What follows belongs to an exercise in optimizing a design on an open flow for small area, a short achievable clock period and few clock cycles per item; a production flow would make more cautious choices.
In this exercise RTL edits were held to simulation tests only and were not proved equivalent to the original.
No activity file was given, so power comes from the tool's default toggle rates.

==> module hdr_rowdec, before the edit <==
module hdr_rowdec (
    input  wire        clk,
    input  wire        rst,           
    input  wire        cmd_valid,
    output wire        cmd_ready,
    input  wire [5:0]  cmd_len,       
    input  wire        cmd_first,     
    input  wire        in_valid,
    output wire        in_ready,
    input  wire [7:0]  in_byte,
    output reg         done,          
    output reg  [1:0]  err,           
    output wire        busy,
    input  wire [4:0]  rd_addr,
    output wire [31:0] rd_data
);
    localparam [2:0] S_IDLE = 3'd0, S_LEG = 3'd1, S_LO = 3'd2,
                     S_CTRL = 3'd3, S_RVAL = 3'd4, S_LIT = 3'd5;
    localparam [1:0] E_OK = 2'd0, E_OVERRUN = 2'd2, E_NOPREV = 2'd3;
    reg [2:0]  state;
    reg [31:0] row [0:31];
    reg [31:0] lp;
    reg        prev_valid;
    reg [5:0]  len;
    reg [5:0]  pos;           
    reg [5:0]  tend;          
    reg [1:0]  ln;            
    reg        ones;          
    reg        mk;            
    reg        shifted;       
    assign cmd_ready = (state == S_IDLE);
    assign busy = (state != S_IDLE);
    assign in_ready = busy;
    wire [7:0] dlo = 8'd1 << rd_addr[2:0];
    wire [3:0] dhi = 4'd1 << rd_addr[4:3];
    wire [127:0] grp;
    genvar gg;
    generate
        for (gg = 0; gg < 4; gg = gg + 1) begin : g_grp
            hdr_rowdec_ao8 u_ao8 (
                .s(dlo),
                .d({row[8*gg+7], row[8*gg+6], row[8*gg+5], row[8*gg+4],
                    row[8*gg+3], row[8*gg+2], row[8*gg+1], row[8*gg]}),
                .y(grp[32*gg +: 32])
            );
        end
    endgenerate
    hdr_rowdec_ao4 u_ao4 (.s(dhi), .d(grp), .y(rd_data));
    wire take = in_valid && busy;
    wire [5:0]  room = len - pos;                       
    wire [5:0]  pos1 = pos + 6'd1;
    wire        pre1 = (ln == 2'd0) || ones;            
    wire        is01 = (in_byte == 8'd1);
    wire        marker = (ln == 2'd3) && ones;          
    wire [7:0]  rlen = in_byte - 8'd128;
    wire        big = {1'b0, in_byte} > {3'b000, room};        
    wire        rbig = {1'b0, rlen} > {3'b000, room};          
    wire [5:0]  lend = pos + in_byte[5:0];                     
    wire        lrun = in_byte != 8'd0 && !shifted && !big && (pos != 6'd0 || prev_valid);
    reg        wr;            
    reg        wrun;          
    reg        wpix;          
    reg [5:0]  wend;
    always @* begin
        wr = 1'b0;
        wrun = 1'b0;
        wpix = 1'b0;
        wend = tend;
        case (state)
            S_LEG: begin
                if (marker) begin
                    wpix = 1'b1;
                    wrun = 1'b1;
                    wend = lend;
                    wr = take && lrun;
                end else
                    wr = take;
            end
            S_RVAL: begin
                wrun = 1'b1;
                wr = take;
            end
            S_LIT: wr = take;
            default: ;
        endcase
    end
    wire [3:0]  lanes = wpix ? 4'b1111 : (4'd1 << ln);
    wire [31:0] wdat = wpix ? lp : {4{in_byte}};
    reg  [31:0] wmask;
    integer k;
    always @* begin
        for (k = 0; k < 32; k = k + 1)
            wmask[k] = wr && (wrun ? (k[5:0] >= pos && k[5:0] < wend) : (k[5:0] == pos));
    end
    genvar gk, gb;
    generate
        for (gk = 0; gk < 32; gk = gk + 1) begin : g_row
            for (gb = 0; gb < 4; gb = gb + 1) begin : g_lane
                always @(posedge clk)
                    if (wmask[gk] && lanes[gb]) row[gk][gb*8 +: 8] <= wdat[gb*8 +: 8];
            end
        end
    endgenerate
    integer b;
    always @(posedge clk) begin
        if (take) begin
            if (state == S_LEG) begin
                for (b = 0; b < 4; b = b + 1) begin
                    if (b == ln && !(pre1 && (is01 || ln == 2'd3)))
                        lp[b*8 +: 8] <= in_byte;
                    else if (b < ln && pre1 && !is01 && !marker)
                        lp[b*8 +: 8] <= 8'd1;
                end
            end else if (state == S_RVAL || state == S_LIT) begin
                lp[ln*8 +: 8] <= in_byte;
            end
        end
    end
    always @(posedge clk) begin
        done <= 1'b0;
        if (rst) begin
            state <= S_IDLE;
            prev_valid <= 1'b0;
            err <= E_OK;
        end else begin
            case (state)
                S_IDLE: if (cmd_valid) begin
                    len <= cmd_len;
                    pos <= 6'd0;
                    ln <= 2'd0;
                    shifted <= 1'b0;
                    mk <= (cmd_len >= 6'd8);
                    if (cmd_first) prev_valid <= 1'b0;
                    state <= S_LEG;
                end
                S_LEG: if (take) begin
                    ln <= ln + 2'd1;
                    ones <= pre1 && is01;
                    if (ln != 2'd2) mk <= mk && (in_byte == 8'h02);
                    else begin
                        mk <= 1'b0;
                        if (mk && !in_byte[7]) state <= S_LO;
                    end
                    if (ln == 2'd3 && !marker) begin
                        pos <= pos1;
                        shifted <= 1'b0;
                        if (pos1 == len) begin
                            state <= S_IDLE; done <= 1'b1; err <= E_OK; prev_valid <= 1'b1;
                        end
                    end else if (marker) begin
                        shifted <= 1'b1;
                        if (in_byte != 8'd0) begin
                            if (shifted || big)
                                begin state <= S_IDLE; done <= 1'b1; err <= E_OVERRUN; prev_valid <= 1'b0; end
                            else if (pos == 6'd0 && !prev_valid)
                                begin state <= S_IDLE; done <= 1'b1; err <= E_NOPREV; prev_valid <= 1'b0; end
                            else begin
                                pos <= lend;
                                if (lend == len) begin
                                    state <= S_IDLE; done <= 1'b1; err <= E_OK; prev_valid <= 1'b1;
                                end
                            end
                        end
                    end
                end
                S_LO: if (take) begin
                    ln <= 2'd0;
                    state <= S_CTRL;
                end
                S_CTRL: if (take) begin
                    if (in_byte > 8'd128) begin
                        if (rbig) begin state <= S_IDLE; done <= 1'b1; err <= E_OVERRUN; prev_valid <= 1'b0; end
                        else begin
                            tend <= pos + rlen[5:0];
                            state <= S_RVAL;
                        end
                    end else if (big) begin
                        state <= S_IDLE; done <= 1'b1; err <= E_OVERRUN; prev_valid <= 1'b0;
                    end else if (in_byte != 8'd0) begin
                        tend <= pos + in_byte[5:0];
                        state <= S_LIT;
                    end
                end
                S_RVAL, S_LIT: if (take) begin
                    pos <= (state == S_RVAL) ? tend : pos1;
                    if (state == S_RVAL || pos1 == tend) begin
                        state <= S_CTRL;
                        if (tend == len) begin
                            pos <= 6'd0;
                            ln <= ln + 2'd1;
                            if (ln == 2'd3) begin
                                state <= S_IDLE; done <= 1'b1; err <= E_OK; prev_valid <= 1'b1;
                            end
                        end
                    end
                end
                default: state <= S_IDLE;
            endcase
        end
    end
endmodule
==> flow/config.mk <==
export PLATFORM = sky130hd
export DESIGN_NAME = hdr_rowdec
export DESIGN_NICKNAME = hdr_rowdec
export VERILOG_FILES = /design/flow/design.v
export SDC_FILE = /design/flow/constraint.sdc
export NUM_CORES = 4
export LEC_CHECK = 0
export CAP_MARGIN = 20
export CORE_MARGIN = 2
export CORE_UTILIZATION = 60
export CTS_BUF_LIST = sky130_fd_sc_hd__clkbuf_8
export CTS_CLUSTER_DIAMETER = 50
export CTS_CLUSTER_SIZE = 16
export SETUP_SLACK_MARGIN = 5
export SLEW_MARGIN = 20
export SYNTH_HIERARCHICAL = 1
==> flow/constraint.sdc <==
create_clock -name core_clock -period 10.0 [get_ports {clk}]
set_input_delay 2.0000 -clock core_clock [delete_from_list [all_inputs] [get_ports {clk}]]
set_output_delay 2.0000 -clock core_clock [all_outputs]
set_load 0.01 [all_outputs]
run.sh (not shown) runs the stock make flow with config.mk's settings and CLKGATE_MAP_FILE= SYNTH_SCRIPT=/design/flow/synth_recipe.tcl, a recipe that flattens the netlist after the stock synthesis.
The starting point completed with no timing, DRC or antenna violations.
Testbench counts at the start, summed over its fixed seeds: cycles 150,134, rows 2,400.
Rerun with:
--- a/flow/design.v
+++ b/flow/design.v
@@ -28,27 +28,26 @@
     reg        ones;          
     reg        mk;            
     reg        shifted;       
     assign cmd_ready = (state == S_IDLE);
     assign busy = (state != S_IDLE);
     assign in_ready = busy;
-    wire [7:0] dlo = 8'd1 << rd_addr[2:0];
-    wire [3:0] dhi = 4'd1 << rd_addr[4:3];
-    wire [127:0] grp;
+    wire [3:0] dlo = 4'd1 << rd_addr[1:0];
+    wire [7:0] dhi = 8'd1 << rd_addr[4:2];
+    wire [255:0] grp;
     genvar gg;
     generate
-        for (gg = 0; gg < 4; gg = gg + 1) begin : g_grp
-            hdr_rowdec_ao8 u_ao8 (
+        for (gg = 0; gg < 8; gg = gg + 1) begin : g_grp
+            hdr_rowdec_ao4 u_ao4 (
                 .s(dlo),
-                .d({row[8*gg+7], row[8*gg+6], row[8*gg+5], row[8*gg+4],
-                    row[8*gg+3], row[8*gg+2], row[8*gg+1], row[8*gg]}),
+                .d({row[4*gg+3], row[4*gg+2], row[4*gg+1], row[4*gg]}),
                 .y(grp[32*gg +: 32])
             );
         end
     endgenerate
-    hdr_rowdec_ao4 u_ao4 (.s(dhi), .d(grp), .y(rd_data));
+    hdr_rowdec_ao8 u_ao8 (.s(dhi), .d(grp), .y(rd_data));
     wire take = in_valid && busy;
     wire [5:0]  room = len - pos;                       
     wire [5:0]  pos1 = pos + 6'd1;
     wire        pre1 = (ln == 2'd0) || ones;            
     wire        is01 = (in_byte == 8'd1);
     wire        marker = (ln == 2'd3) && ones;          
After rerunning: Design area is about the same. Die area came out higher by about 2%. Worst hold slack is better by 22 ps. Clock skew stays flat. Flip-flop and latch count does not change. Total power came out lower by about 1.3%. Fmax came out lower by about 0.9%.
Testbench counts after the change, summed over its fixed seeds: cycles 150,134, rows 2,400.

-- port drivers added, routing unchanged --
The results above use ideal ports. As a check the final layouts listed here were re-extracted and re-timed, cells and wires unchanged.
Step 1, drivers: a clkbuf_16 drives clk and a buf_2 each remaining input, both assumed.
Step 2 moves the port delays by t, midway between the first and last clock arrival at a register: inputs arrive t later, outputs are due t later. That takes back most of the time a late clock gives input paths.
Slacks: ideal ports / drivers / drivers and shift; pairs: ideal ports / drivers.
| run | t, ns | setup slack, ns | latest minus earliest clock arrival (ns) | worst slew at a driven data input, ns | cell pins on the clock port's net |
|---|---|---|---|---|---|
| the first run | 0.814 | 4.189 / 4.058 / 4.058 | 0.048 / 0.049 | 0.21 | 1 |
| the second run | 0.789 | 4.139 / 4.091 / 4.091 | 0.047 / 0.047 | 0.09 | 1 |
After both steps every run listed still meets setup and hold. The setup slack of the first run, which loses most, moves by -0.131 ns with the drivers and by -0.131 ns with both steps.
